What follows belongs to an exercise in optimizing a design on an open flow for small area; a production flow would make more cautious choices.
In this exercise RTL edits were held to simulation tests only and were not proved equivalent to the original.
Power and IR drop assume default switching activity.

## design.v

```verilog
module msf60_decoder (
    input  wire        clk,
    input  wire        rst,
    input  wire [15:0] cfg_padding_ms,           
    input  wire        cfg_carrier_off_level,
    input  wire        edge_valid,
    input  wire        edge_level,
    input  wire [31:0] edge_time_ms,
    output wire        edge_ready,
    output reg         time_available,
    output reg  [2:0]  parity_outcome,
    output wire [7:0]  frame_length_seconds,
    output wire [1:0]  leap_second_indicator,
    output wire [7:0]  lf_minute_bcd,
    output wire [7:0]  lf_hour_bcd,
    output wire [7:0]  lf_weekday_bcd,
    output wire [7:0]  lf_date_bcd,
    output wire [7:0]  lf_month_bcd,
    output wire [7:0]  lf_year_bcd,
    output reg         lf_dst_active,
    output reg         lf_dst_imminent,
    output wire [15:0] lf_dut1_positive_ms,
    output wire [15:0] lf_dut1_negative_ms,
    output wire [1:0]  lf_leap_second_indicator,
    output wire [7:0]  lf_frame_length_seconds,
    output wire [63:0] lf_epoch_seconds
);
    localparam [2:0] S_IDLE  = 3'd0,    
                     S_CHECK = 3'd1,    
                     S_PAR   = 3'd2,    
                     S_LOAD  = 3'd3,    
                     S_EPOCH = 3'd4,    
                     S_INIT  = 3'd5;    
    reg [2:0]  state;
    reg [15:0] padding_ms;
    reg        carrier_off_level;
    reg [31:0] last_pulse_start;
    reg [31:0] pending_pulse_start;
    reg        last_zero;                
    reg        pending_zero;             
    reg        b_only;
    reg        frame_ready;
    reg [5:0]  bit_pointer;
    reg [42:0] wa;
    reg [6:0]  wb;
    reg [3:0]  dut1_cnt;                 
    reg [3:0]  dut1_pos_run;             
    reg        fl_v, fl_d1, fl_d0;
    reg        lfl_v, lfl_d1, lfl_d0;
    reg [34:0] fields;
    reg [3:0]  dut1_pos;
    reg [3:0]  dut1_neg;
    reg [32:0] epoch;
    reg [4:0]  pass;
    reg [5:0]  bitc;
    reg        carry;
    reg [3:1]  dly;
    reg        pacc;
    assign edge_ready = (state == S_IDLE);
    wire [7:0] yr = fields[34:27];
    wire [4:0] mo = fields[26:22];
    wire [5:0] dt = fields[21:16];
    wire [2:0] wd = fields[15:13];
    wire [5:0] hr = fields[12:7];
    wire [6:0] mi = fields[6:0];
    wire        is_start = (edge_level == carrier_off_level);
    wire        sel_last = is_start && !last_zero;
    wire        sel_pend = !is_start && !pending_zero;
    wire [31:0] opnd     = ({32{sel_last}} & last_pulse_start) | ({32{sel_pend}} & pending_pulse_start);
    wire [32:0] bw;
    wire [31:0] diff;
    assign bw[0] = 1'b0;
    genvar k;
    generate for (k = 0; k < 32; k = k + 1) begin : g_sub
        assign diff[k]  = edge_time_ms[k] ^ opnd[k] ^ bw[k];
        assign bw[k+1]  = (!edge_time_ms[k] & opnd[k]) | (!(edge_time_ms[k] ^ opnd[k]) & bw[k]);
    end endgenerate
    wire        diff_hi  = |diff[31:16];
    wire [17:0] pa = {2'b00, diff[15:0]};
    wire [17:0] pb = {{2{padding_ms[15]}}, padding_ms};
    wire [18:0] pc;
    wire [17:0] psum;
    assign pc[0] = 1'b0;
    generate for (k = 0; k < 18; k = k + 1) begin : g_pad
        assign psum[k]  = pa[k] ^ pb[k] ^ pc[k];
        assign pc[k+1]  = (pa[k] & pb[k]) | ((pa[k] ^ pb[k]) & pc[k]);
    end endgenerate
    wire signed [17:0] padded = psum;
    wire ge100 = padded >= 18'sd100;
    wire ge200 = padded >= 18'sd200;
    wire ge300 = padded >= 18'sd300;
    wire ge400 = padded >= 18'sd400;
    wire ge500 = padded >= 18'sd500;
    wire ge600 = padded >= 18'sd600;
    wire sym1 = !diff_hi && ge100 && !ge200;
    wire sym2 = !diff_hi && ge200 && !ge300;
    wire sym3 = !diff_hi && ge300 && !ge400;
    wire sym5 = !diff_hi && ge500 && !ge600;
    wire sym_data = sym1 || sym2 || sym3;
    wire near_last = !diff_hi && (diff[15:0] < 16'd300);
    wire bit_a = !sym1;
    wire bit_b = sym3 || (sym1 && b_only);
    wire       ptr_last = (bit_pointer == 6'd63);
    wire [3:0] dut1_cnt_next = dut1_cnt + {3'd0, wb[0]};
    wire [5:0] next_ptr = bit_pointer + {5'd0, !b_only};
    wire       marker_match = (wa[7:0] == 8'h7E);
    wire       s_bit        = wa[42];
    wire [5:0] j            = bitc;
    reg        grp_end;
    reg        grp_par;
    reg  [2:0] grp_code;
    always @(*) begin
        grp_end = 1'b1;
        case (j)
            6'd7:    begin grp_par = wb[5]; grp_code = 3'd1; end
            6'd18:   begin grp_par = wb[4]; grp_code = 3'd2; end
            6'd21:   begin grp_par = wb[3]; grp_code = 3'd3; end
            6'd34:   begin grp_par = wb[2]; grp_code = 3'd4; end
            default: begin grp_par = 1'b0;  grp_code = 3'd0; grp_end = 1'b0; end
        endcase
    end
    wire grp_fail  = grp_end && (pacc ^ s_bit ^ grp_par);
    wire rot_end   = (bitc == 6'd42);
    assign frame_length_seconds    = {2'b00, fl_v, fl_v, fl_v, fl_d1, fl_v & !fl_d1, fl_d0};
    assign leap_second_indicator   = {fl_v & !fl_d1 & !fl_d0, fl_v & !fl_d0};
    assign lf_frame_length_seconds = {2'b00, lfl_v, lfl_v, lfl_v, lfl_d1, lfl_v & !lfl_d1, lfl_d0};
    assign lf_leap_second_indicator = {lfl_v & !lfl_d1 & !lfl_d0, lfl_v & !lfl_d0};
    assign lf_year_bcd    = yr;
    assign lf_month_bcd   = {3'b000, mo};
    assign lf_date_bcd    = {2'b00, dt};
    assign lf_weekday_bcd = {5'b00000, wd};
    assign lf_hour_bcd    = {2'b00, hr};
    assign lf_minute_bcd  = {1'b0, mi};
    assign lf_epoch_seconds = {31'd0, epoch};
    function [15:0] x100(input [3:0] c);
        x100 = (c == 4'd0) ? 16'd0   : (c == 4'd1) ? 16'd100 : (c == 4'd2) ? 16'd200 :
               (c == 4'd3) ? 16'd300 : (c == 4'd4) ? 16'd400 : (c == 4'd5) ? 16'd500 :
               (c == 4'd6) ? 16'd600 : (c == 4'd7) ? 16'd700 : 16'd800;
    endfunction
    assign lf_dut1_positive_ms = x100(dut1_pos);
    assign lf_dut1_negative_ms = x100(dut1_neg);
    wire [3:0] yt = yr[7:4];
    wire [3:0] yu = yr[3:0];
    wire       y2d   = (yt < 4'd9) || (yt == 4'd9 && yu <= 4'd9);
    wire       gt130 = (yt >= 4'd14) || (yt == 4'd13 && yu != 4'd0) || (yt == 4'd12 && yu >= 4'd11);
    wire       eq130 = (yt == 4'd13 && yu == 4'd0) || (yt == 4'd12 && yu == 4'd10);
    wire [5:0] u     = {1'b0, yt, 1'b0} + {2'b00, yu} + {4'd0, y2d, 1'b0};
    wire [5:0] u1    = u + 6'd1;
    wire [3:0] g     = u1[5:2];
    wire       is_leap = (u[1:0] == 2'd2) && !eq130;
    wire       adj   = is_leap && (mo[4] || mo[3:0] > 4'd2);
    wire [8:0] mdb =
        (mo == 5'h02) ? 9'd31  : (mo == 5'h03) ? 9'd59  : (mo == 5'h04) ? 9'd90  :
        (mo == 5'h05) ? 9'd120 : (mo == 5'h06) ? 9'd151 : (mo == 5'h07) ? 9'd181 :
        (mo == 5'h08) ? 9'd212 : (mo == 5'h09) ? 9'd243 :
        (mo == 5'h0A || mo == 5'h10) ? 9'd273 :
        (mo == 5'h0B || mo == 5'h11) ? 9'd304 :
        (mo == 5'h0C || mo == 5'h12) ? 9'd334 : 9'd0;    
    wire       r  = epoch[0];
    wire [5:0] i  = bitc;
    localparam [63:0] K10956 = 64'd10956;
    wire kconst_bit = y2d ? (K10956[i] ^ (i == 6'd0 && adj)) :
                      (i == 6'd0) ? !(adj ^ gt130) : (!adj || gt130);
    reg  [2:0] asel;
    reg  [1:0] bsel;
    reg  [3:0] dsel;
    reg  [1:0] doff;
    reg        use_k, use_m;
    always @(*) begin
        asel = 3'd0; bsel = 2'd2;
        dsel = 4'd0; doff = 2'd0; use_k = 1'b0; use_m = 1'b0;
        case (pass)
            5'd0:  begin dsel = yt; end
            5'd1:  begin asel = 3'd3; bsel = 2'd1; end
            5'd2:  begin asel = 3'd2; dsel = yu; end
            5'd3:  begin asel = 3'd4; bsel = 2'd1; end
            5'd4:  begin asel = 3'd4; dsel = yu; end
            5'd5:  begin asel = 3'd1; dsel = yt; doff = 2'd1; end
            5'd6:  begin asel = 3'd1; dsel = yt; doff = 2'd3; end
            5'd7:  begin asel = 3'd3; bsel = 2'd1; end
            5'd8:  begin asel = 3'd1; dsel = yt; doff = 2'd1; end
            5'd9:  begin asel = 3'd1; use_k = 1'b1; end
            5'd10: begin asel = 3'd1; use_m = 1'b1; end
            5'd11: begin asel = 3'd1; dsel = g; end
            5'd12: begin asel = 3'd1; dsel = {2'b00, dt[5:4]}; doff = 2'd3; end
            5'd13: begin asel = 3'd1; dsel = {2'b00, dt[5:4]}; doff = 2'd1; end
            5'd14: begin asel = 3'd1; dsel = dt[3:0]; end
            5'd15: begin asel = 3'd2; bsel = 2'd1; end
            5'd16: begin asel = 3'd1; dsel = {2'b00, hr[5:4]}; end
            5'd17: begin asel = 3'd3; dsel = {2'b00, hr[5:4]}; end
            5'd18: begin asel = 3'd2; dsel = hr[3:0]; end
            5'd19: begin asel = 3'd2; bsel = 2'd1; end
            5'd20: begin asel = 3'd2; dsel = {1'b0, mi[6:4]}; end
            5'd21: begin asel = 3'd3; bsel = 2'd1; end
            5'd22: begin asel = 3'd2; dsel = mi[3:0]; end
            5'd23: begin asel = 3'd2; bsel = 2'd1; end
            5'd24: begin asel = 3'd3; bsel = 2'd0; end
            5'd25: begin asel = 3'd3; bsel = 2'd1; end
            default: ;
        endcase
    end
    wire [5:0] di     = i - {4'd0, doff};
    wire       dbit   = (di < 6'd4) && dsel[di[1:0]];
    wire       addend = use_k ? kconst_bit : use_m ? ((i < 6'd9) && mdb[i[3:0]]) : dbit;
    wire       lane_a = (asel == 3'd1) ? r : (asel == 3'd2) ? dly[1] :
                        (asel == 3'd3) ? dly[2] : (asel == 3'd4) ? dly[3] : 1'b0;
    wire       lane_b = (bsel == 2'd1) ? r : (bsel == 2'd2) ? addend : 1'b0;
    wire [1:0] ssum   = {1'b0, lane_a} + {1'b0, lane_b} + {1'b0, carry};
    wire pass_end = (bitc == 6'd32);
    wire in_epoch = (state == S_EPOCH);
    wire in_rot   = (state == S_PAR) || (state == S_LOAD);
    wire counting = in_rot || in_epoch || (state == S_INIT);
    wire cnt_end  = in_epoch ? pass_end : rot_end;
    always @(posedge clk) begin
        if (rst) begin
            state               <= S_INIT;
            padding_ms          <= cfg_padding_ms;
            carrier_off_level   <= cfg_carrier_off_level;
            bit_pointer         <= 6'd0;
            last_zero           <= 1'b1;
            pending_zero        <= 1'b1;
            b_only              <= 1'b0;
            frame_ready         <= 1'b0;
            time_available      <= 1'b0;
            parity_outcome      <= 3'd0;
            fl_v                <= 1'b0;
            fl_d1               <= 1'b0;
            fl_d0               <= 1'b0;
            lfl_v               <= 1'b0;
            lfl_d1              <= 1'b0;
            lfl_d0              <= 1'b0;
            lf_dst_active       <= 1'b0;
            lf_dst_imminent     <= 1'b0;
            dut1_pos            <= 4'd0;
            dut1_neg            <= 4'd0;
        end else begin
            case (state)
                S_IDLE: begin
                    if (edge_valid) begin
                        if (is_start) begin
                            b_only              <= near_last;
                            pending_pulse_start <= edge_time_ms;
                            pending_zero        <= 1'b0;
                        end else begin
                            time_available <= 1'b0;
                            if (sym5) begin
                                last_pulse_start <= pending_pulse_start;
                                last_zero        <= pending_zero;
                                if (frame_ready) begin
                                    time_available <= 1'b1;
                                    frame_ready    <= 1'b0;
                                end
                                bit_pointer <= 6'd0;
                            end else if (sym_data) begin
                                last_pulse_start <= pending_pulse_start;
                                last_zero        <= pending_zero;
                                if (ptr_last && !b_only) begin
                                    bit_pointer <= 6'd0;
                                end else begin
                                    bit_pointer <= next_ptr;
                                    if (b_only) begin
                                        wa[0] <= bit_a;
                                        wb[0] <= bit_b;
                                    end else begin
                                        wa <= {wa[41:0], bit_a};
                                        wb <= {wb[5:0], bit_b};
                                        if (bit_pointer == 6'd1 || bit_pointer == 6'd9)
                                            dut1_cnt <= {3'd0, wb[0]};
                                        else if (bit_pointer >= 6'd2 && bit_pointer <= 6'd16)
                                            dut1_cnt <= dut1_cnt_next;
                                        if (bit_pointer == 6'd8)
                                            dut1_pos_run <= dut1_cnt_next;
                                    end
                                    if (next_ptr >= 6'd58 && next_ptr <= 6'd61)
                                        state <= S_CHECK;
                                end
                            end
                        end
                    end
                end
                S_CHECK: begin
                    state <= S_IDLE;
                    if (marker_match) begin
                        fl_v           <= 1'b1;
                        fl_d1          <= bit_pointer[2];
                        fl_d0          <= bit_pointer[0];
                        parity_outcome <= 3'd0;
                        state          <= S_PAR;
                    end
                end
                S_PAR: begin
                    wa <= {wa[41:0], wa[42]};
                    if (grp_fail && parity_outcome == 3'd0)
                        parity_outcome <= grp_code;
                    if (rot_end) begin
                        if (parity_outcome == 3'd0) begin
                            frame_ready <= 1'b1;
                            state       <= S_LOAD;
                        end else begin
                            frame_ready <= 1'b0;
                            state       <= S_IDLE;
                        end
                    end
                end
                S_LOAD: begin
                    wa <= {wa[41:0], wa[42]};
                    if (rot_end) begin
                        lf_dst_active   <= wb[1];
                        lf_dst_imminent <= wb[6];
                        dut1_pos        <= dut1_pos_run;
                        dut1_neg        <= dut1_cnt;
                        lfl_v           <= 1'b1;
                        lfl_d1          <= bit_pointer[2];
                        lfl_d0          <= bit_pointer[0];
                        state           <= S_EPOCH;
                    end
                end
                S_EPOCH: begin
                    if (pass_end && pass == 5'd25)
                        state <= S_IDLE;
                end
                S_INIT: begin
                    if (rot_end)
                        state <= S_IDLE;
                end
                default: state <= S_IDLE;
            endcase
        end
    end
    always @(posedge clk) begin
        if ((state == S_LOAD && bitc <= 6'd34) || state == S_INIT)
            fields <= {fields[33:0], (state == S_LOAD) & wa[42]};
        if (in_epoch || state == S_INIT)
            epoch <= {in_epoch & ssum[0], epoch[32:1]};
    end
    always @(posedge clk) begin
        if (counting && !cnt_end && !rst)
            bitc <= bitc + 6'd1;
        else
            bitc <= 6'd0;
        if (in_epoch && !pass_end) begin
            carry <= ssum[1];
            dly   <= {dly[2:1], r};
        end else begin
            carry <= 1'b0;
            dly   <= 3'd0;
        end
        if (!in_epoch)
            pass <= 5'd0;
        else if (pass_end)
            pass <= pass + 5'd1;
        pacc <= (state == S_PAR) && !grp_end && (pacc ^ s_bit);
    end
endmodule
```

## flow/run.sh

```bash
#!/bin/bash
set -euo pipefail
export BUFFER_PORTS_ARGS="-buffer_cell sky130_fd_sc_hd__buf_1"
export CTS_ARGS="-sink_clustering_enable -repair_clock_nets -buf_list sky130_fd_sc_hd__clkbuf_4 -sink_clustering_size 10 -sink_clustering_max_diameter 60 -dont_use_dummy_load"
export SKIP_REPAIR_TIE_FANOUT=1
bash standard.sh > flow_make.log 2>&1
```

## standard.sh

```bash
#!/bin/bash
# synth_recipe.tcl (not shown) runs the flow's synth.tcl, then flattens the netlist and writes it again
# the make line also repeats each setting of config.mk as NAME=value (left out here)
make -C /OpenROAD-flow-scripts/flow DESIGN_CONFIG=/design/flow/config.mk WORK_HOME=/design/flow/orfs CLKGATE_MAP_FILE= SYNTH_SCRIPT=/design/flow/synth_recipe.tcl "${@:-finish}"
```

## config.mk

```make
export PLATFORM = sky130hd
export DESIGN_NAME = msf60_decoder
export DESIGN_NICKNAME = msf60_decoder
export VERILOG_FILES = /design/flow/design.v
export SDC_FILE = /design/flow/constraint.sdc
export NUM_CORES = 4
export LEC_CHECK = 0
export CAP_MARGIN = 20
export CORE_MARGIN = 2
export CORE_UTILIZATION = 65
export SLEW_MARGIN = 20
```

## constraint.sdc

```tcl
create_clock -name core_clock -period 15.0 [get_ports {clk}]
set_input_delay 3.0000 -clock core_clock [delete_from_list [all_inputs] [get_ports {clk}]]
set_output_delay 3.0000 -clock core_clock [all_outputs]
set_load 0.01 [all_outputs]
```

==> summary.md, run 1 <==
| Metric | Value |
|---|---|
| Syn Area/Cell | `12.41 µm²` |
| Synth Instances | `1033` |
| Most frequent CP cell | `fa_1` |
| Antenna violations before repair | `1` |
| Routed Antenna Nets | `0` |
| Pwr Density | `85.20 nW/µm²` |
| Port Buffer Count | `159` |
| FFs w/ async S/R, synth | `0%` |
| Number of flops mapped to enable cells by yosys | `207` |
| Worst EP arrival | `14.65 ns` |
| WS Path Type | `input pin to register` |
| Final worst slack | `0.6726 ns` |
| Maximum Capacitance Violations | `0` |
| Sequential element share of the synthesized area | `56.14%` |
| RSZ-0062 raised after global routing | `false` |
| TritonCTS clock tree | `done` |
| Post-layout min period | `14.33 ns` |
| Clock Path Buffers | `3` |
| Nets | `1243` |
| Worst-path clk slew | `0.10 ns` |
| Register area | `7197 µm²` |
| Total GRT Usage | `23.63%` |
| DR WL/cell | `17.71 µm` |
| H-Tree Depth | `1` |
| P_leak | `0.004635 µW` |
| Synth Area in Simple Gates | `12.16%` |
| Buf/Inv on CP | `3` |
| Total core area | `19400 µm²` |
| Count of different cell masters after synthesis | `78` |
| Max Slew Vio Count | `0` |
| Global-route wire length before repair | `38580 µm` |
| Mapped cell area | `12820 µm²` |
| Most frequent cells in the layout | `207 x edfxtp_1, 158 x buf_1, 69 x nor2_1, 60 x inv_1` |
| Area delta synth->final | `4.265%` |
| Cts hold-fix bufs | `0` |
| Worst Setup Start Kind | `input pin` |
| Multi-input logic area | `4678 µm²` |
| Place WS | `-0.07380 ns` |
| Final setup violation count | `0` |
| Initial cell density of the core | `66.08%` |
| Prevailing post-synth register cell | `edfxtp_1` |
| TritonCTS Sinks | `256` |
| Slew @ Worst Pin | `1.046 ns` |
| # DRC | `0` |
| CP top delay family | `adder cells` |
| Adder-cell area share of the yosys netlist | `9.995%` |
| Share of layout cells above drive strength 1 | `6.726%` |
| Status | `complete, no violations` |
| Largest family of logic cells by synthesized area | `simple AND/OR/NAND/NOR gates` |
| CTS Buf Count | `29` |
| Mapped Nets | `1159` |
| Vias in the first global route | `7377` |
| First-pass DRT Iterations | `5` |
| Root Driver | `clkbuf_4` |
| Clock Latency Late Sink | `0.68 ns` |
| Critical path fanouts, max | `10` |
| Maximum VDD drop | `61.76 µV` |
| Total power | `1139 µW` |
| Commonest non-fill, non-tap cell in the layout | `edfxtp_1` |
| Detailed Route Iter0 Violations | `508` |
| Yosys reg bits | `256` |
| Endpoint type of the worst setup path | `register` |
| Vias per cell | `5.736` |
| Final Hold Viols | `0` |
| XOR/XNOR Fraction of Synth Area | `2.177%` |
| Fmax | `69.80 MHz` |
| Final period util | `95.52%` |
| Routed wire length | `24460 µm` |
| Hpwl dp | `17330 µm` |
| Routed vias | `7922` |
| Clock skew | `0.03226 ns` |
| Pin count of the biggest net entering global routing | `65` |
| Post-cts sizing count | `0` |
| Final Util | `68.90%` |
| Die area | `20860 µm²` |
| Synth warn | `1` |
| Number of core rows | `51` |
| CP required | `15.32 ns` |
| Slowest cell delay on critical path | `0.47 ns` |
| GRT overflow | `0` |
| Synth Area in Compound Gates | `9.683%` |
| Worst hold slack | `0.4258 ns` |
| Worst hold-check path type | `register to register` |
| Final Wtd Congestion | `0.8286` |
| Die X | `144.4 µm` |
| # IOs | `224` |
| Post-synthesis mux area share | `2.323%` |
| Die Height | `144.4 µm` |
| Fill count | `1453` |
| Slew HR | `29.63%` |
| Postcts setup bufs | `0` |
| CP max stage cell | `nor3_1` |
==> synthesized netlist by cell type (24+ instances only) <==
library cell / count / area, µm²
edfxtp_1: 207 / 6216
buf_4: 75 / 563.0
nor2_1: 72 / 270.3
inv_1: 60 / 225.2
dfxtp_1: 49 / 980.9
fa_1: 49 / 980.9
nand2_1: 46 / 172.7
a21oi_1: 34 / 170.2
o21ai_0: 31 / 155.2
clkbuf_1: 30 / 112.6
ha_1: 24 / 300.3
nand3_1: 24 / 120.1
==> layer usage <==
metal | vias to the layer above | track usage [%] | routed length (µm)
met5 | - | 0 | 0
met4 | 0 | 5.263 | 442
met3 | 39 | 3.709 | 1372
met2 | 236 | 37.09 | 11170
met1 | 3823 | 35.31 | 11480
li1 | 3824 | - | -
==> metrics by stage <==
step / cell area [µm²] / std cells / setup TNS, ns
after floorplan: 12820 / 1033 / 0
after global placement: 13150 / 1351 / 0
after detailed placement: 13150 / 1351 / -0.5101
after CTS: 13360 / 1380 / 0
after global routing: 13370 / 1381 / 0
final: 13370 / 1381 / 0
==> power by group <==
| part | internal (µW) | leakage (µW) | switching [µW] |
|---|---|---|---|
| sequential | 763 | 0.00233 | 6.03 |
| clock | 88.6 | 0.000133 | 206 |
| combinational | 27.7 | 0.00217 | 47.2 |
| total | 879 | 0.00463 | 259 |
==> cells by family after synthesis <==
| group | count (synthesis) |
|---|---|
| buffers and inverters | 178 |
| XOR/XNOR | 31 |
| other | 1 |
| AND/OR/NAND/NOR | 287 |
| flip-flops | 256 |
| adder cells (fa/ha/maj) | 73 |
| multiplexers | 29 |
| AO/OA/AOI/OAI | 178 |
==> registers in the layout (all words and copies together) (netlist names), 5 cells and up <==
register and count:
bit_pointer 6, bitc 6, epoch 33, fields 35
last_pulse_start 32, padding_ms 16, pass 5, pending_pulse_start 32
wa 43, wb 7
==> worst paths after layout <==
check                                       end  slack (ns)  cells past startpoint              start
worst max-delay path            dut1_pos_run[3]        0.67                     42         edge_level
worst min-delay path                     wa[37]        0.43                      0             wa[36]
worst max register to register  dut1_pos_run[3]        2.65                     41  carrier_off_level
worst min register to register           wa[37]        0.43                      0             wa[36]
==> area by class of cell <==
class	instances	share of cell area, %
repair buffers	171	5.336
multi-input cells	599	35.00
clock buffers	29	1.629
inverters	60	1.685
flip-flops and latches	256	53.85
well taps	265	2.481
diodes	1	0.01872
==> worst reg2reg max path: cells and delay by family (launching register included) <==
kind / cells / cell delay [ns]
AOI/OAI and AO/OA: 1 / 0.25
xor gates and xnor gates: 1 / 0.41
adders and majority gates: 30 / 9.08
buffers and inverters: 2 / 0.26
DFF: 1 / 0.45
and+or+nand+nor: 7 / 1.58
==> run 2: changes to the inputs <==
--- a/flow/run.sh
+++ b/flow/run.sh
@@ -1,4 +1,11 @@
 #!/bin/bash
+# Own layout flow: the standard flow with its standard synthesis unchanged, plus
+# - port buffers of the smallest buffer cell (buf_1) instead of the buffer_ports default;
+# - a clock tree of clkbuf_4 sink-cluster buffers (up to 10 sinks within 60 um each)
+#   without dummy load cells;
+# - one shared tie-low cell for the constant outputs (no per-load tie cloning).
+# The make output goes to flow_make.log in the folder this runs in; ORFS keeps each
+# step's log under orfs/logs/.
 set -euo pipefail
 export BUFFER_PORTS_ARGS="-buffer_cell sky130_fd_sc_hd__buf_1"
 export CTS_ARGS="-sink_clustering_enable -repair_clock_nets -buf_list sky130_fd_sc_hd__clkbuf_4 -sink_clustering_size 10 -sink_clustering_max_diameter 60 -dont_use_dummy_load"
==> run 2 against run 1 <==
  * Synthesized cell count is the same
  * Cell count stayed put
  * Non-clock buffer count stayed put
  * Still clean
  * First-iteration DRC count stayed put
  * Sequential cell count did not move
  * Sequential share of layout area is the same
  * Design area unchanged
  * Global-route usage unchanged
  * Hold slack stayed put
  * Power did not move
  * Largest power group unchanged
  * Clock-buffer cell count did not move
  * Sequential power about the same
==> summary.md, run 2 <==
| Metric | Value |
|---|---|
| First-pass DRT Iterations | `5 (unchanged)` |
| CP max stage cell | `nor3_1 (unchanged)` |
| Synth warn | `1 (unchanged)` |
| Final period util | `95.52% (unchanged)` |
| Multi-input logic area | `4678 µm² (unchanged)` |
| Synth Instances | `1033 (unchanged)` |
| Top post-synthesis cells by count | `207 x edfxtp_1, 75 x buf_4, 72 x nor2_1 (unchanged)` |
| Area contributors post-synth | `edfxtp_1 48%, dfxtp_1 7.7%, fa_1 7.7%, buf_4 4.4%, ha_1 2.3% (unchanged)` |
| Design area | `13370 µm² (unchanged)` |
| Detailed Route Iter0 Violations | `508 (unchanged)` |
| Total core area | `19400 µm² (unchanged)` |
| Fmax | `69.80 MHz (unchanged)` |
| Worst reg2reg path startpoint | `carrier_off_level (unchanged)` |
| Global-route wire length before repair | `38580 µm (unchanged)` |
| Final Wtd Congestion | `0.8286 (unchanged)` |
| FF-to-FF End | `dut1_pos_run[3] (unchanged)` |
| Die area | `20860 µm² (unchanged)` |
| Register with the most flip-flops | `wa (unchanged)` |
| Post-cts sizing count | `0 (unchanged)` |
| Area after DPL | `13150 µm² (unchanged)` |
| Clock Latency Late Sink | `0.68 ns (about the same)` |
| TritonCTS clock tree | `done (unchanged)` |
| H-Tree Depth | `1 (unchanged)` |
| TritonCTS Sinks | `256 (unchanged)` |
| Final Util | `68.90% (unchanged)` |
| Register area | `7197 µm² (unchanged)` |
| Commonest non-fill, non-tap cell in the layout | `edfxtp_1 (unchanged)` |
| Number of flops mapped to enable cells by yosys | `207 (unchanged)` |
| Area delta synth->final | `4.265% (unchanged)` |
| Top Registers | `wa: 43 flops, fields: 35 flops, epoch: 33 flops (unchanged)` |
| Port Buffer Count | `159 (unchanged)` |
| Worst Reg-to-Reg Cells | `41 (unchanged)` |
| # IOs | `224 (unchanged)` |
| HP Start | `wa[36] (unchanged)` |
| Synth top area share | `48.49% (unchanged)` |
| Post-layout min period | `14.33 ns (unchanged)` |
| Number of core rows | `51 (unchanged)` |
| Die Height | `144.4 µm (unchanged)` |
| Sequential element share of the synthesized area | `56.14% (unchanged)` |
| Mapped cell area | `12820 µm² (unchanged)` |
| Root Driver | `clkbuf_4 (unchanged)` |
| Syn Area/Cell | `12.41 µm² (unchanged)` |
| Vias in the first global route | `7377 (unchanged)` |
| Initial cell density of the core | `66.08% (unchanged)` |
| Flop2flop setup slack | `2.65 ns (about the same)` |
| Worst hold slack | `0.4258 ns (unchanged)` |
| Mapped Nets | `1159 (unchanged)` |
| Clock Path Buffers | `3 (unchanged)` |
| Fill count | `1453 (unchanged)` |
| Slew @ Worst Pin | `1.046 ns (unchanged)` |
| # DRC | `0 (unchanged)` |
| Max reg flops | `43 (unchanged)` |
| Count of different cell masters after synthesis | `78 (unchanged)` |
| Routed Antenna Nets | `0 (unchanged)` |
| Total power | `1139 µW (unchanged)` |
| Worst-path clk slew | `0.10 ns (about the same)` |
| Final Hold Viols | `0 (unchanged)` |
| Routed wire length | `24460 µm (unchanged)` |
| Endpoint type of the worst setup path | `register (unchanged)` |
| Post-synth top area cell | `edfxtp_1 (unchanged)` |
| GRT overflow | `0 (unchanged)` |
| Routed vias | `7922 (unchanged)` |
| Die X | `144.4 µm (unchanged)` |
| CP required | `15.32 ns (about the same)` |
| Hold Path Sink | `wa[37] (unchanged)` |
| Hold Crit Depth | `0 (unchanged)` |
| Yosys reg bits | `256 (unchanged)` |
| RSZ-0062 raised after global routing | `false (unchanged)` |
| Postcts setup bufs | `0 (unchanged)` |
| Nets | `1243 (unchanged)` |
| Final setup violation count | `0 (unchanged)` |
| CTS Buf Count | `29 (unchanged)` |
| Max Slew Vio Count | `0 (unchanged)` |
| Cts hold-fix bufs | `0 (unchanged)` |
| DR WL/cell | `17.71 µm (unchanged)` |
| Maximum Capacitance Violations | `0 (unchanged)` |
| Slew HR | `29.63% (unchanged)` |
| Pin count of the biggest net entering global routing | `65 (unchanged)` |
| P_leak | `0.004635 µW (unchanged)` |
| Pwr Density | `85.20 nW/µm² (unchanged)` |
| FFs w/ async S/R, synth | `0% (unchanged)` |
| Slowest cell delay on critical path | `0.47 ns (about the same)` |
| Share of layout cells above drive strength 1 | `6.726% (unchanged)` |
| Prevailing post-synth register cell | `edfxtp_1 (unchanged)` |
| WS Path Type | `input pin to register (unchanged)` |
| Hpwl dp | `17330 µm (unchanged)` |
| Vias per cell | `5.736 (unchanged)` |
| Critical path fanouts, max | `10 (unchanged)` |
| Clock skew | `0.03226 ns (unchanged)` |
| Total GRT Usage | `23.63% (unchanged)` |
| Status | `complete, no violations (unchanged)` |
| Worst EP arrival | `14.65 ns (about the same)` |
| Most frequent CP cell | `fa_1 (unchanged)` |
| Antenna violations before repair | `1 (unchanged)` |
| Most frequent cells in the layout | `207 x edfxtp_1, 158 x buf_1, 69 x nor2_1, 60 x inv_1 (unchanged)` |
| Maximum VDD drop | `61.76 µV (unchanged)` |
| Top-count cell post-synth | `edfxtp_1 (unchanged)` |
| Worst Setup Start Kind | `input pin (unchanged)` |
| Worst hold-check path type | `register to register (unchanged)` |
-- run 2: cell counts after synthesis --
No cell type changed its count.
-- run 2: layer usage --
layer	part of all wire, %	GRT usage, %	vias to the layer above	wire length, µm
met3	5.6	3.709	39	1372
met1	47	35.31	3823	11480
li1	-	-	3824	-
met4	1.8	5.263	0	442
met2	46	37.09	236	11170
met5	0	0	-	0
-- run 2: through the flow --
| step | setup WS [ns] | std cells | TNS [ns] |
|---|---|---|---|
| floorplan | 0.3127 | 1033 | 0 |
| global placement | 0.1964 | 1351 | 0 |
| detailed placement | -0.07380 | 1351 | -0.5101 |
| CTS | 0.6719 | 1380 | 0 |
| global route | 0.02384 | 1381 | 0 |
| finish | 0.6726 | 1381 | 0 |
-- run 2: worst max path at each step --
stage,startpoint,to,slack (ns),depth (start not counted)
2_1_floorplan,edge_level,wa[10],0.31,43
5_1_grt,edge_level,dut1_pos_run[0],0.02,42
6_report,edge_level,dut1_pos_run[3],0.67,42
3_3_place_gp,edge_level,dut1_pos_run[1],0.20,42
4_1_cts,edge_level,dut1_pos_run[3],0.67,42
3_5_place_dp,edge_level,dut1_pos_run[2],-0.07,42
-- run 2: critical path, delay by kind of cell --
kind	cells	cell delay, ns
AOI/OAI and AO/OA	1	0.24
xor gates and xnor gates	1	0.37
adders and majority gates	30	9.07
buffers and inverters	3	0.38
and+or+nand+nor	7	1.57
-- run 2: layout make-up --
cell class | count | area share (%)
flip-flops and latches | 256 | 53.85
multi-input cells | 599 | 35.00
repair buffers | 171 | 5.336
well taps | 265 | 2.481
inverters | 60 | 1.685
clock buffers | 29 | 1.629
diodes | 1 | 0.01872
-- run 2: logic make-up after synthesis --
family / after synthesis / share of synthesized area [%]
AOI/OAI and AO/OA: 178 / 9.683
xor gates and xnor gates: 31 / 2.177
adders and majority gates: 73 / 9.995
buffers and inverters: 178 / 7.487
DFF: 256 / 56.14
muxes: 29 / 2.323
other: 1 / 0.02925
and+or+nand+nor: 287 / 12.16
-- run 2: power by group --
part	leakage, µW	internal, µW	switching, µW
Clock	0.000133	88.6	206
Combinational	0.00217	27.7	47.2
Sequential	0.00233	763	6.03
Total	0.00463	879	259
==> run 3: changes to the inputs <==
==> flow/run.sh (replaced) <==
#!/bin/bash
# Own layout flow: the standard flow with its standard synthesis unchanged, plus
# - port buffers of the smallest buffer cell (buf_1) instead of the buffer_ports default;
# - a clock tree of clkbuf_4 sink-cluster buffers (up to 9 sinks within 70 um each)
#   without dummy load cells;
# - one shared tie-low cell for the constant outputs (no per-load tie cloning).
# The make output goes to flow_make.log in the folder this runs in; ORFS keeps each
# step's log under orfs/logs/.
set -euo pipefail
export BUFFER_PORTS_ARGS="-buffer_cell sky130_fd_sc_hd__buf_1"
export CTS_ARGS="-sink_clustering_enable -repair_clock_nets -buf_list sky130_fd_sc_hd__clkbuf_4 -sink_clustering_size 9 -sink_clustering_max_diameter 70 -dont_use_dummy_load"
export SKIP_REPAIR_TIE_FANOUT=1
bash standard.sh > flow_make.log 2>&1
--- a/config.mk
+++ b/config.mk
@@ -7,5 +7,5 @@
 export LEC_CHECK = 0
 export CAP_MARGIN = 20
 export CORE_MARGIN = 2
-export CORE_UTILIZATION = 65
+export CORE_UTILIZATION = 40
 export SLEW_MARGIN = 20
==> run 3 against run 2 <==
  * Clock-buffer cell count increased by 6
  * Synthesized cell count did not move
  * Maximum frequency is 0.64% lower
  * Register-to-register slack hardly changed
  * Hold slack lost 0.014 ns
  * Combinational power is 2% lower
  * Critical path type unchanged
  * Largest power group unchanged
  * Highest routed layer unchanged
==> summary.md, run 3 <==
| Metric | Value |
|---|---|
| Status | `complete, no violations (unchanged)` |
| Final period util | `96.13% (was 95.52%)` |
| Post-cts sizing count | `0 (unchanged)` |
| Maximum VDD drop | `60.75 µV (was 61.76 µV)` |
| Register with the most flip-flops | `wa (unchanged)` |
| Maximum Capacitance Violations | `0 (unchanged)` |
| Die X | `183.0 µm (was 144.4 µm)` |
| Routed wire length | `24950 µm (was 24460 µm)` |
| Total power | `1172 µW (was 1139 µW)` |
| Detailed Route Iter0 Violations | `411 (was 508)` |
| Worst hold-check path type | `register to register (unchanged)` |
| Top-count cell post-synth | `edfxtp_1 (unchanged)` |
| Sw Share | `23.36% (was 22.78%)` |
| Final Hold Viols | `0 (unchanged)` |
| # IOs | `224 (unchanged)` |
| Routed Antenna Nets | `0 (unchanged)` |
| Synth top area share | `48.49% (unchanged)` |
| Most frequent CP cell | `fa_1 (unchanged)` |
| Synth Instances | `1033 (unchanged)` |
| Prevailing post-synth register cell | `edfxtp_1 (unchanged)` |
| Mapped cell area | `12820 µm² (unchanged)` |
| Top Registers | `wa: 43 flops, fields: 35 flops, epoch: 33 flops (unchanged)` |
| Global-route wire length before repair | `40650 µm (was 38580 µm)` |
| DR WL/cell | `16.33 µm (was 17.71 µm)` |
| CTS Buf Count | `35 (was 29)` |
| Vias per cell | `5.196 (was 5.736)` |
| Count of different cell masters after synthesis | `78 (unchanged)` |
| NetSw | `273.9 µW (was 259.4 µW)` |
| Postcts setup bufs | `0 (unchanged)` |
| Post-layout min period | `14.42 ns (was 14.33 ns)` |
| TritonCTS Sinks | `256 (unchanged)` |
| Fmax | `69.35 MHz (was 69.80 MHz)` |
| CP required | `15.30 ns (was 15.32 ns)` |
| Sequential element share of the synthesized area | `56.14% (unchanged)` |
| Internal | `898.4 µW (was 879.3 µW)` |
| Pin count of the biggest net entering global routing | `65 (unchanged)` |
| # DRC | `0 (unchanged)` |
| Commonest non-fill, non-tap cell in the layout | `edfxtp_1 (unchanged)` |
| Number of flops mapped to enable cells by yosys | `207 (unchanged)` |
| Port Buffer Count | `159 (unchanged)` |
| Synth warn | `1 (unchanged)` |
| Final Util | `43.22% (was 68.90%)` |
| Nets | `1253 (was 1243)` |
| Vias in the first global route | `7857 (was 7377)` |
| First-pass DRT Iterations | `5 (unchanged)` |
| Worst-path clk slew | `0.11 ns (was 0.10 ns)` |
| Max Slew Vio Count | `0 (unchanged)` |
| Mapped Nets | `1159 (unchanged)` |
| Clock share of power | `28.2% (was 25.9%)` |
| Worst EP arrival | `14.72 ns (was 14.65 ns)` |
| Die area | `33490 µm² (was 20860 µm²)` |
| Endpoint type of the worst setup path | `register (unchanged)` |
| Syn Area/Cell | `12.41 µm² (unchanged)` |
| FFs w/ async S/R, synth | `0% (unchanged)` |
| RSZ-0062 raised after global routing | `false (unchanged)` |
| Combinational Power Share | `6.2% (was 6.6%)` |
| Die Height | `183.0 µm (was 144.4 µm)` |
| Top post-synthesis cells by count | `207 x edfxtp_1, 75 x buf_4, 72 x nor2_1 (unchanged)` |
| CP max stage cell | `fa_1 (was nor3_1)` |
| H-Tree Depth | `2 (was 1)` |
| Flop pwr share | `65.6% (was 67.5%)` |
| Number of core rows | `65 (was 51)` |
| Critical path fanouts, max | `23 (was 10)` |
| Max reg flops | `43 (unchanged)` |
| Pwr Density | `85.97 nW/µm² (was 85.20 nW/µm²)` |
| Worst Setup Start Kind | `input pin (unchanged)` |
| Post-synth top area cell | `edfxtp_1 (unchanged)` |
| Antenna violations before repair | `1 (unchanged)` |
| Area contributors post-synth | `edfxtp_1 48%, dfxtp_1 7.7%, fa_1 7.7%, buf_4 4.4%, ha_1 2.3% (unchanged)` |
| Cts hold-fix bufs | `0 (unchanged)` |
| Clock skew | `0.1071 ns (was 0.03226 ns)` |
| Total GRT Usage | `14.95% (was 23.63%)` |
| Clock Path Buffers | `3 (unchanged)` |
| Slew @ Worst Pin | `1.004 ns (was 1.046 ns)` |
| Root Driver | `clkbuf_4 (unchanged)` |
| GRT overflow | `0 (unchanged)` |
| Initial cell density of the core | `40.62% (was 66.08%)` |
| Hpwl dp | `17460 µm (was 17330 µm)` |
| Most frequent cells in the layout | `207 x edfxtp_1, 158 x buf_1, 69 x nor2_1, 60 x inv_1 (unchanged)` |
| Final Wtd Congestion | `0.7995 (was 0.8286)` |
| Final setup violation count | `0 (unchanged)` |
| Share of layout cells above drive strength 1 | `7.556% (was 6.726%)` |
| Slew HR | `32.48% (was 29.63%)` |
| Total core area | `31560 µm² (was 19400 µm²)` |
| Clock Latency Late Sink | `0.63 ns (was 0.68 ns)` |
| Slowest cell delay on critical path | `0.41 ns (was 0.47 ns)` |
| TritonCTS clock tree | `done (unchanged)` |
| P_leak | `0.004691 µW (was 0.004635 µW)` |
| Yosys reg bits | `256 (unchanged)` |
| Routed vias | `7939 (was 7922)` |
| WS Path Type | `input pin to register (unchanged)` |
| Area delta synth->final | `6.383% (was 4.265%)` |
-- run 3: cell counts after synthesis --
Identical to the previous run, type by type.
-- run 3: cell type report --
cell class	instances	area [µm²]
Tap cell	402	503.0
Clock buffer	35	262.8
Multi-Input combinational cell	599	4678
Antenna cell	1	2.502
Timing Repair Buffer	175	768.2
Sequential cell	256	7197
Fill cell	2966	17920
Inverter	60	225.2
-- run 3: worst paths after layout --
kind | startpoint | endpoint | slack, ns | cells past startpoint
worst max register to register | carrier_off_level | wa[4] | 2.65 | 42
worst min register to register | pending_pulse_start[5] | last_pulse_start[5] | 0.41 | 0
worst max-delay path | edge_level | wa[4] | 0.58 | 43
worst min-delay path | pending_pulse_start[5] | last_pulse_start[5] | 0.41 | 0
-- run 3: worst max-delay path: cells and delay by family --
kind | cells | cell delay, ns
adders and majority gates | 31 | 9.33
and+or+nand+nor | 5 | 0.98
AOI/OAI and AO/OA | 3 | 0.65
buffers and inverters | 3 | 0.40
xor gates and xnor gates | 1 | 0.35
-- run 3: logic make-up (layout without fill, tap and decap cells) --
kind of cell	count (synthesis)	count (layout)	synth area share (%)
xor gates and xnor gates	31	31	2.177
buffers and inverters	178	270	7.487
muxes	29	29	2.323
adders and majority gates	73	73	9.995
and+or+nand+nor	287	287	12.16
DFF	256	256	56.14
other	1	2	0.02925
AOI/OAI and AO/OA	178	178	9.683
-- run 3: metal layers --
| layer | vias to the layer above | GRT usage, % | share of wire (%) | routed length, µm |
|---|---|---|---|---|
| met5 | - | 0 | 0 | 0 |
| met4 | 0 | 3.840 | 2.0 | 487 |
| met3 | 41 | 2.919 | 5.0 | 1253 |
| met2 | 188 | 24.00 | 46 | 11510 |
| met1 | 3848 | 20.90 | 47 | 11690 |
| li1 | 3862 | - | - | - |
-- run 3: metrics by stage --
step	hold slack, ns	setup TNS [ns]	cell area, µm²	setup WS [ns]	instances
after CTS	0.4188	0	13610	0.6478	1526
after detailed placement	0.4051	-1.009	13350	-0.07482	1491
final	0.4119	0	13640	0.5808	1528
after floorplan	0.4003	0	12820	0.3127	1033
after global placement	0.4012	0	13350	0.1243	1491
after global routing	0.4275	0	13640	0.08826	1528
-- run 3: power by group through the flow --
| stage | registers [µW] | logic [µW] | clock network (µW) |
|---|---|---|---|
| 2_1_floorplan | 782 | 66.8 | 0 |
| 3_3_place_gp | 785 | 72.5 | 0 |
| 3_5_place_dp | 785 | 73.6 | 0 |
| 4_1_cts | 769 | 73.8 | 350 |
| 5_1_grt | 770 | 84.8 | 375 |
| 6_report | 769 | 73.2 | 330 |
==> run 4: changes to the inputs <==
--- a/design.v
+++ b/design.v
@@ -43,8 +43,8 @@
     reg [5:0]  bit_pointer;
     reg [42:0] wa;
     reg [6:0]  wb;
-    reg [3:0]  dut1_cnt;                 
-    reg [3:0]  dut1_pos_run;             
+    reg [3:0]  dut1_pos_run;
+    reg [3:0]  dut1_neg_run;
     reg        fl_v, fl_d1, fl_d0;
     reg        lfl_v, lfl_d1, lfl_d0;
     reg [34:0] fields;
@@ -53,8 +53,8 @@
     reg [32:0] epoch;
     reg [4:0]  pass;
     reg [5:0]  bitc;
-    reg        carry;
-    reg [3:1]  dly;
+    reg [1:0]  carry;
+    reg [6:1]  dly;
     reg        pacc;
     assign edge_ready = (state == S_IDLE);
     wire [7:0] yr = fields[34:27];
@@ -101,7 +101,6 @@
     wire bit_a = !sym1;
     wire bit_b = sym3 || (sym1 && b_only);
     wire       ptr_last = (bit_pointer == 6'd63);
-    wire [3:0] dut1_cnt_next = dut1_cnt + {3'd0, wb[0]};
     wire [5:0] next_ptr = bit_pointer + {5'd0, !b_only};
     wire       marker_match = (wa[7:0] == 8'h7E);
     wire       s_bit        = wa[42];
@@ -139,8 +138,9 @@
     endfunction
     assign lf_dut1_positive_ms = x100(dut1_pos);
     assign lf_dut1_negative_ms = x100(dut1_neg);
-    wire [3:0] yt = yr[7:4];
-    wire [3:0] yu = yr[3:0];
+    wire [3:0] yt = wa[3:0];
+    wire [3:0] yu = wa[42:39];
+    wire [4:0] mo4 = wa[38:34];
     wire       y2d   = (yt < 4'd9) || (yt == 4'd9 && yu <= 4'd9);
     wire       gt130 = (yt >= 4'd14) || (yt == 4'd13 && yu != 4'd0) || (yt == 4'd12 && yu >= 4'd11);
     wire       eq130 = (yt == 4'd13 && yu == 4'd0) || (yt == 4'd12 && yu == 4'd10);
@@ -148,64 +148,45 @@
     wire [5:0] u1    = u + 6'd1;
     wire [3:0] g     = u1[5:2];
     wire       is_leap = (u[1:0] == 2'd2) && !eq130;
-    wire       adj   = is_leap && (mo[4] || mo[3:0] > 4'd2);
+    wire       adj   = is_leap && (mo4[4] || mo4[3:0] > 4'd2);
     wire [8:0] mdb =
-        (mo == 5'h02) ? 9'd31  : (mo == 5'h03) ? 9'd59  : (mo == 5'h04) ? 9'd90  :
-        (mo == 5'h05) ? 9'd120 : (mo == 5'h06) ? 9'd151 : (mo == 5'h07) ? 9'd181 :
-        (mo == 5'h08) ? 9'd212 : (mo == 5'h09) ? 9'd243 :
-        (mo == 5'h0A || mo == 5'h10) ? 9'd273 :
-        (mo == 5'h0B || mo == 5'h11) ? 9'd304 :
-        (mo == 5'h0C || mo == 5'h12) ? 9'd334 : 9'd0;    
+        (mo4 == 5'h02) ? 9'd31  : (mo4 == 5'h03) ? 9'd59  : (mo4 == 5'h04) ? 9'd90  :
+        (mo4 == 5'h05) ? 9'd120 : (mo4 == 5'h06) ? 9'd151 : (mo4 == 5'h07) ? 9'd181 :
+        (mo4 == 5'h08) ? 9'd212 : (mo4 == 5'h09) ? 9'd243 :
+        (mo4 == 5'h0A || mo4 == 5'h10) ? 9'd273 :
+        (mo4 == 5'h0B || mo4 == 5'h11) ? 9'd304 :
+        (mo4 == 5'h0C || mo4 == 5'h12) ? 9'd334 : 9'd0;    
     wire       r  = epoch[0];
     wire [5:0] i  = bitc;
     localparam [63:0] K10956 = 64'd10956;
     wire kconst_bit = y2d ? (K10956[i] ^ (i == 6'd0 && adj)) :
                       (i == 6'd0) ? !(adj ^ gt130) : (!adj || gt130);
-    reg  [2:0] asel;
-    reg  [1:0] bsel;
-    reg  [3:0] dsel;
-    reg  [1:0] doff;
-    reg        use_k, use_m;
-    always @(*) begin
-        asel = 3'd0; bsel = 2'd2;
-        dsel = 4'd0; doff = 2'd0; use_k = 1'b0; use_m = 1'b0;
-        case (pass)
-            5'd0:  begin dsel = yt; end
-            5'd1:  begin asel = 3'd3; bsel = 2'd1; end
-            5'd2:  begin asel = 3'd2; dsel = yu; end
-            5'd3:  begin asel = 3'd4; bsel = 2'd1; end
-            5'd4:  begin asel = 3'd4; dsel = yu; end
-            5'd5:  begin asel = 3'd1; dsel = yt; doff = 2'd1; end
-            5'd6:  begin asel = 3'd1; dsel = yt; doff = 2'd3; end
-            5'd7:  begin asel = 3'd3; bsel = 2'd1; end
-            5'd8:  begin asel = 3'd1; dsel = yt; doff = 2'd1; end
-            5'd9:  begin asel = 3'd1; use_k = 1'b1; end
-            5'd10: begin asel = 3'd1; use_m = 1'b1; end
-            5'd11: begin asel = 3'd1; dsel = g; end
-            5'd12: begin asel = 3'd1; dsel = {2'b00, dt[5:4]}; doff = 2'd3; end
-            5'd13: begin asel = 3'd1; dsel = {2'b00, dt[5:4]}; doff = 2'd1; end
-            5'd14: begin asel = 3'd1; dsel = dt[3:0]; end
-            5'd15: begin asel = 3'd2; bsel = 2'd1; end
-            5'd16: begin asel = 3'd1; dsel = {2'b00, hr[5:4]}; end
-            5'd17: begin asel = 3'd3; dsel = {2'b00, hr[5:4]}; end
-            5'd18: begin asel = 3'd2; dsel = hr[3:0]; end
-            5'd19: begin asel = 3'd2; bsel = 2'd1; end
-            5'd20: begin asel = 3'd2; dsel = {1'b0, mi[6:4]}; end
-            5'd21: begin asel = 3'd3; bsel = 2'd1; end
-            5'd22: begin asel = 3'd2; dsel = mi[3:0]; end
-            5'd23: begin asel = 3'd2; bsel = 2'd1; end
-            5'd24: begin asel = 3'd3; bsel = 2'd0; end
-            5'd25: begin asel = 3'd3; bsel = 2'd1; end
-            default: ;
-        endcase
-    end
+    wire       e0 = pass == 5'd2 || pass == 5'd3 || pass == 5'd4 || pass == 5'd5 || pass == 5'd6 || pass == 5'd7 || pass == 5'd8 || pass == 5'd9 || pass == 5'd10 || pass == 5'd14 || pass == 5'd17;
+    wire       e1 = pass == 5'd1 || pass == 5'd10 || pass == 5'd12 || pass == 5'd13 || pass == 5'd15;
+    wire       e2 = pass == 5'd2 || pass == 5'd11 || pass == 5'd13 || pass == 5'd14 || pass == 5'd16 || pass == 5'd17;
+    wire       e3 = pass == 5'd1 || pass == 5'd3 || pass == 5'd16;
+    wire       e6 = pass == 5'd3;
+    wire       use_k = pass == 5'd4;
+    wire       use_m = pass == 5'd5;
+    wire       use_g = pass == 5'd6;
+    wire       use_yt = pass == 5'd3;
+    wire [2:0] dw = {(pass == 5'd0 || pass == 5'd1 || pass == 5'd9 || pass == 5'd12 || pass == 5'd15), (pass == 5'd7 || pass == 5'd8 || pass == 5'd10 || pass == 5'd11 || pass == 5'd13), (pass == 5'd13)};
+    wire [1:0] doff = {(pass == 5'd7), (pass == 5'd7 || pass == 5'd8)};
+    wire [3:0] rot_n = {(pass == 5'd15),
+                        (pass == 5'd0 || pass == 5'd6 || pass == 5'd8 || pass == 5'd9 || pass == 5'd11 || pass == 5'd14 || pass == 5'd15),
+                        (pass == 5'd6 || pass == 5'd12),
+                        (pass == 5'd6 || pass == 5'd9 || pass == 5'd12)};
     wire [5:0] di     = i - {4'd0, doff};
-    wire       dbit   = (di < 6'd4) && dsel[di[1:0]];
-    wire       addend = use_k ? kconst_bit : use_m ? ((i < 6'd9) && mdb[i[3:0]]) : dbit;
-    wire       lane_a = (asel == 3'd1) ? r : (asel == 3'd2) ? dly[1] :
-                        (asel == 3'd3) ? dly[2] : (asel == 3'd4) ? dly[3] : 1'b0;
-    wire       lane_b = (bsel == 2'd1) ? r : (bsel == 2'd2) ? addend : 1'b0;
-    wire [1:0] ssum   = {1'b0, lane_a} + {1'b0, lane_b} + {1'b0, carry};
+    wire       dbit   = (di < {3'd0, dw}) && wa[39 + di[1:0]];
+    wire       addend = dbit ||
+                        (use_yt && i >= 6'd1 && i <= 6'd4 && yt[i[1:0] - 2'd1]) ||
+                        (use_k && kconst_bit) ||
+                        (use_m && i < 6'd9 && mdb[i[3:0]]) ||
+                        (use_g && i < 6'd4 && g[i[1:0]]);
+    wire       rot_step = (i >= 6'd4) && (i < 6'd4 + {2'd0, rot_n});
+    wire [2:0] ssum = {2'b00, e0 & r} + {2'b00, e1 & dly[1]} + {2'b00, e2 & dly[2]} +
+                      {2'b00, e3 & dly[3]} + {2'b00, e6 & dly[6]} + {2'b00, addend} +
+                      {1'b0, carry};
     wire pass_end = (bitc == 6'd32);
     wire in_epoch = (state == S_EPOCH);
     wire in_rot   = (state == S_PAR) || (state == S_LOAD);
@@ -264,12 +245,14 @@
                                     end else begin
                                         wa <= {wa[41:0], bit_a};
                                         wb <= {wb[5:0], bit_b};
-                                        if (bit_pointer == 6'd1 || bit_pointer == 6'd9)
-                                            dut1_cnt <= {3'd0, wb[0]};
-                                        else if (bit_pointer >= 6'd2 && bit_pointer <= 6'd16)
-                                            dut1_cnt <= dut1_cnt_next;
-                                        if (bit_pointer == 6'd8)
-                                            dut1_pos_run <= dut1_cnt_next;
+                                        if (bit_pointer == 6'd1)
+                                            dut1_pos_run <= {3'd0, wb[0]};
+                                        else if (bit_pointer >= 6'd2 && bit_pointer <= 6'd8)
+                                            dut1_pos_run <= dut1_pos_run + {3'd0, wb[0]};
+                                        if (bit_pointer == 6'd9)
+                                            dut1_neg_run <= {3'd0, wb[0]};
+                                        else if (bit_pointer >= 6'd10 && bit_pointer <= 6'd16)
+                                            dut1_neg_run <= dut1_neg_run + {3'd0, wb[0]};
                                     end
                                     if (next_ptr >= 6'd58 && next_ptr <= 6'd61)
                                         state <= S_CHECK;
@@ -308,7 +291,7 @@
                         lf_dst_active   <= wb[1];
                         lf_dst_imminent <= wb[6];
                         dut1_pos        <= dut1_pos_run;
-                        dut1_neg        <= dut1_cnt;
+                        dut1_neg        <= dut1_neg_run;
                         lfl_v           <= 1'b1;
                         lfl_d1          <= bit_pointer[2];
                         lfl_d0          <= bit_pointer[0];
@@ -316,7 +299,9 @@
                     end
                 end
                 S_EPOCH: begin
-                    if (pass_end && pass == 5'd25)
+                    if (rot_step)
+                        wa <= {wa[41:0], wa[42]};
+                    if (pass_end && pass == 5'd17)
                         state <= S_IDLE;
                 end
                 S_INIT: begin
@@ -338,13 +323,11 @@
             bitc <= bitc + 6'd1;
         else
             bitc <= 6'd0;
-        if (in_epoch && !pass_end) begin
-            carry <= ssum[1];
-            dly   <= {dly[2:1], r};
-        end else begin
-            carry <= 1'b0;
-            dly   <= 3'd0;
-        end
+        if (in_epoch && !pass_end)
+            carry <= ssum[2:1];
+        else
+            carry <= 2'd0;
+        dly <= {dly[5:1], r && pass != 5'd0};
         if (!in_epoch)
             pass <= 5'd0;
         else if (pass_end)
==> flow/run.sh (replaced) <==
#!/bin/bash
# Own layout flow: the standard flow with its standard synthesis unchanged, plus
# - port buffers of the smallest buffer cell (buf_1) instead of the buffer_ports default;
# - a clock tree of clkbuf_4 sink-cluster buffers (10 sinks each) without dummy load cells;
# - one shared tie-low cell for the constant outputs (no per-load tie cloning).
# The make output goes to flow_make.log in the folder this runs in; ORFS keeps each
# step's log under orfs/logs/.
set -euo pipefail
export BUFFER_PORTS_ARGS="-buffer_cell sky130_fd_sc_hd__buf_1"
export CTS_ARGS="-sink_clustering_enable -repair_clock_nets -buf_list sky130_fd_sc_hd__clkbuf_4 -sink_clustering_size 10 -sink_clustering_max_diameter 80 -dont_use_dummy_load"
export SKIP_REPAIR_TIE_FANOUT=1
bash standard.sh > flow_make.log 2>&1
==> run 4 against run 3 <==
  * Sequential share of layout area increased by 0.23 points
  * Design area rose by 0.68%
  * Synthesized area increased by 1.1%
  * Via count increased by 3.7%
  * Largest power group unchanged
==> summary.md, run 4 <==
| Metric | Value |
|---|---|
| Maximum Capacitance Violations | `0 (unchanged)` |
| Yosys reg bits | `260 (was 256)` |
| Mapped Nets | `1196 (was 1159)` |
| Detailed Route Iter0 Violations | `599 (was 411)` |
| GRT overflow | `0 (unchanged)` |
| Syn Area/Cell | `12.26 µm² (was 12.41 µm²)` |
| Area delta synth->final | `5.937% (was 6.383%)` |
| Synth top area share | `47.96% (was 48.49%)` |
| HP Start | `dly[5] (was pending_pulse_start[5])` |
| H-Tree Depth | `1 (was 2)` |
| Worst Setup Start Kind | `input pin (unchanged)` |
| Final setup violation count | `0 (unchanged)` |
| Top post-synthesis cells by count | `207 x edfxtp_1, 75 x buf_4, 70 x nor2_1 (was 207 x edfxtp_1, 75 x buf_4, 72 x nor2_1)` |
| Most used routing layer | `met2 (unchanged)` |
| Largest family of logic cells by synthesized area | `simple AND/OR/NAND/NOR gates (unchanged)` |
| Critical path fanouts, max | `22 (was 23)` |
| Sequential element share of the synthesized area | `56.15% (was 56.14%)` |
| Pwr Density | `85.57 nW/µm² (was 85.97 nW/µm²)` |
| CP Launch Point | `edge_level (unchanged)` |
| Commonest non-fill, non-tap cell in the layout | `edfxtp_1 (unchanged)` |
| CP required | `15.35 ns (was 15.30 ns)` |
| Clock Latency Late Sink | `0.72 ns (was 0.63 ns)` |
| Synth Area in Simple Gates | `12.58% (was 12.16%)` |
| Count of different cell masters after synthesis | `78 (unchanged)` |
| Share of layout cells above drive strength 1 | `6.310% (was 7.556%)` |
| Initial cell density of the core | `40.86% (was 40.62%)` |
| CTS Buf Count | `30 (was 35)` |
| Slew @ Worst Pin | `0.8577 ns (was 1.004 ns)` |
| Worst-path clk slew | `0.11 ns (about the same)` |
| Antenna violations before repair | `2 (was 1)` |
| Nets | `1282 (was 1253)` |
| Max Slew Vio Count | `0 (unchanged)` |
| Postcts setup bufs | `0 (unchanged)` |
| Synth warn | `1 (unchanged)` |
| Post-synthesis mux area share | `0.9847% (was 2.323%)` |
| Total power | `1175 µW (was 1172 µW)` |
| FFs w/ async S/R, synth | `0% (unchanged)` |
| Mapped cell area | `12960 µm² (was 12820 µm²)` |
| Top Registers | `wa: 43 flops, fields: 35 flops, epoch: 33 flops (unchanged)` |
| Slowest cell delay on critical path | `0.46 ns (was 0.41 ns)` |
| Area contributors post-synth | `edfxtp_1 48%, dfxtp_1 8.2%, fa_1 8.0%, buf_4 4.3%, ha_1 3.3% (was edfxtp_1 48%, dfxtp_1 7.7%, fa_1 7.7%, buf_4 4.4%, ha_1 2.3%)` |
| Setup TNS Final | `0 ns (unchanged)` |
| Synth Area in Compound Gates | `9.635% (was 9.683%)` |
| Vias in the first global route | `8019 (was 7857)` |
| Met2 Resource Use GR | `25.39% (was 24.00%)` |
| Clock Path Buffers | `3 (unchanged)` |
| Worst hold-check path type | `register to register (unchanged)` |
| XOR/XNOR Fraction of Synth Area | `1.825% (was 2.177%)` |
| RSZ-0062 raised after global routing | `false (unchanged)` |
| # IOs | `224 (unchanged)` |
| WS Path Type | `input pin to register (unchanged)` |
| Vias per cell | `5.333 (was 5.196)` |
| Total core area | `31720 µm² (was 31560 µm²)` |
| Routed Antenna Nets | `0 (unchanged)` |
| Root Driver | `clkbuf_4 (unchanged)` |
| Final Wtd Congestion | `0.8433 (was 0.7995)` |
| TritonCTS Sinks | `260 (was 256)` |
| Adder-cell area share of the yosys netlist | `11.31% (was 9.995%)` |
| Clock skew | `0.07790 ns (was 0.1071 ns)` |
| Maximum VDD drop | `68.95 µV (was 60.75 µV)` |
| Die Height | `184 µm (was 183.0 µm)` |
| Global-route wire length before repair | `42860 µm (was 40650 µm)` |
| Hpwl dp | `19870 µm (was 17460 µm)` |
| Synth Instances | `1057 (was 1033)` |
| Total GRT Usage | `15.90% (was 14.95%)` |
| Routed wire length | `27330 µm (was 24950 µm)` |
| Register with the most flip-flops | `wa (unchanged)` |
| Post-layout min period | `14.51 ns (was 14.42 ns)` |
| Flop2flop setup slack | `2.41 ns (was 2.65 ns)` |
| Worst EP arrival | `14.86 ns (was 14.72 ns)` |
| Status | `complete, no violations (unchanged)` |
| Post-cts sizing count | `0 (unchanged)` |
| First-pass DRT Iterations | `5 (unchanged)` |
| Worst reg2reg path startpoint | `carrier_off_level (unchanged)` |
| Most frequent cells in the layout | `207 x edfxtp_1, 158 x buf_1, 67 x nand2_1, 66 x nor2_1, 63 x inv_1 (was 207 x edfxtp_1, 158 x buf_1, 69 x nor2_1, 60 x inv_1)` |
| Routed vias | `8234 (was 7939)` |
| Number of core rows | `65 (unchanged)` |
| Final Hold Viols | `0 (unchanged)` |
| Prevailing post-synth register cell | `edfxtp_1 (unchanged)` |
| CP max stage cell | `or4_1 (was fa_1)` |
| Number of flops mapped to enable cells by yosys | `207 (unchanged)` |
| Top-count cell post-synth | `edfxtp_1 (unchanged)` |
| Final Util | `43.29% (was 43.22%)` |
| Pin count of the biggest net entering global routing | `65 (unchanged)` |
| Max reg flops | `43 (unchanged)` |
| Fmax | `68.94 MHz (was 69.35 MHz)` |
| Slew HR | `42.61% (was 32.48%)` |
| TritonCTS clock tree | `done (unchanged)` |
| Die X | `184 µm (was 183.0 µm)` |
| Final period util | `96.70% (was 96.13%)` |
| Die area | `33860 µm² (was 33490 µm²)` |
| DR WL/cell | `17.70 µm (was 16.33 µm)` |
| Most frequent CP cell | `fa_1 (unchanged)` |
| M1 GR Usage | `22.18% (was 20.90%)` |
| P_leak | `0.004830 µW (was 0.004691 µW)` |
| GR Util met3 | `3.586% (was 2.919%)` |
| # DRC | `0 (unchanged)` |
| Port Buffer Count | `159 (unchanged)` |
| Post-synth top area cell | `edfxtp_1 (unchanged)` |
| Endpoint type of the worst setup path | `register (unchanged)` |
| Cts hold-fix bufs | `0 (unchanged)` |
## run 4: worst max-delay path, delay by kind of cell
kind / cells / cell delay (ns)
buffers and inverters: 3 / 0.38
AO/OA/AOI/OAI: 3 / 0.50
AND/OR/NAND/NOR: 5 / 1.34
XOR/XNOR: 1 / 0.16
adder cells (fa/ha/maj): 31 / 9.46
## run 4: final cells by class
class | instances | area, µm²
multi-input combinational | 615 | 4745
antenna | 1 | 2.502
fill | 2929 | 17990
clock buffer | 30 | 225.2
timing repair buffer | 173 | 740.7
inverter | 63 | 236.5
tap | 402 | 503.0
sequential | 260 | 7277
## run 4: stage by stage
| step | hold slack, ns | cell area, µm² | instances | worst slack (ns) |
|---|---|---|---|---|
| finish | 0.3398 | 13730 | 1544 | 0.4944 |
| global route | 0.3562 | 13730 | 1544 | 0.007672 |
| CTS | 0.3456 | 13730 | 1543 | 0.5628 |
| detailed placement | 0.3154 | 13500 | 1513 | -0.1453 |
| global placement | 0.3146 | 13500 | 1513 | 0.1891 |
| floorplan | 0.3096 | 12980 | 1057 | 0.01171 |
## run 4: where the power goes
part	total (µW)	internal (µW)	switching, µW
clock	310	91.3	219
sequential	781	774	7.24
combinational	83.0	31.1	51.9
## run 4: path summary, 6_finish.rpt
check / endpoint / cells past startpoint
max: wa[35] / 43
min: dly[6] / 0
max reg2reg: wa[35] / 42
min reg2reg: dly[6] / 0
## run 4: logic make-up (layout without fill, tap and decap cells)
group	count (synthesis)	in the layout
multiplexers	10	10
flip-flops	260	260
AO/OA/AOI/OAI	185	185
AND/OR/NAND/NOR	306	306
XOR/XNOR	27	27
buffers and inverters	182	266
adder cells (fa/ha/maj)	86	86
other	1	2
## run 4: metal layers
| metal | vias up | routed length [µm] |
|---|---|---|
| li1 | 3906 | - |
| met1 | 4017 | 12470 |
| met2 | 266 | 12490 |
| met3 | 43 | 1812 |
| met4 | 2 | 534 |
| met5 | - | 16 |

==> re-timing with driven ports <==
Ports are ideal in the flow. The routed layouts listed here were re-timed in OpenROAD.
Step 1 (the two cells are an assumption about what drives the block):
set clk [get_ports {clk}]
set_driving_cell -lib_cell sky130_fd_sc_hd__clkbuf_16 $clk
set_driving_cell -lib_cell sky130_fd_sc_hd__buf_2 [delete_from_list [all_inputs] $clk]
Step 2, shift: input delay + t, output delay - t, t = (earliest + latest rising clock arrival at the registers) / 2. This alone moves slack from input paths to output paths.
a / b / c = ideal ports / drivers / drivers and shift; a / b = the first two.
run	shift t [ns]	setup WS [ns]	worst hold slack (ns)
run 1	0.704	0.673 / 0.689 / -0.015	0.426 / 0.426 / 0.426
run 2	0.704	0.673 / 0.689 / -0.015	0.426 / 0.426 / 0.426
run 3	0.620	0.581 / 0.603 / -0.017	0.412 / 0.412 / 0.412
run 4	0.722	0.494 / 0.515 / -0.207	0.340 / 0.340 / 0.340
With both steps, setup timing fails in every run listed, where it was met with ideal ports. The setup slack of run 4, which loses most, moves by +0.021 ns with the drivers and by -0.701 ns with both steps.
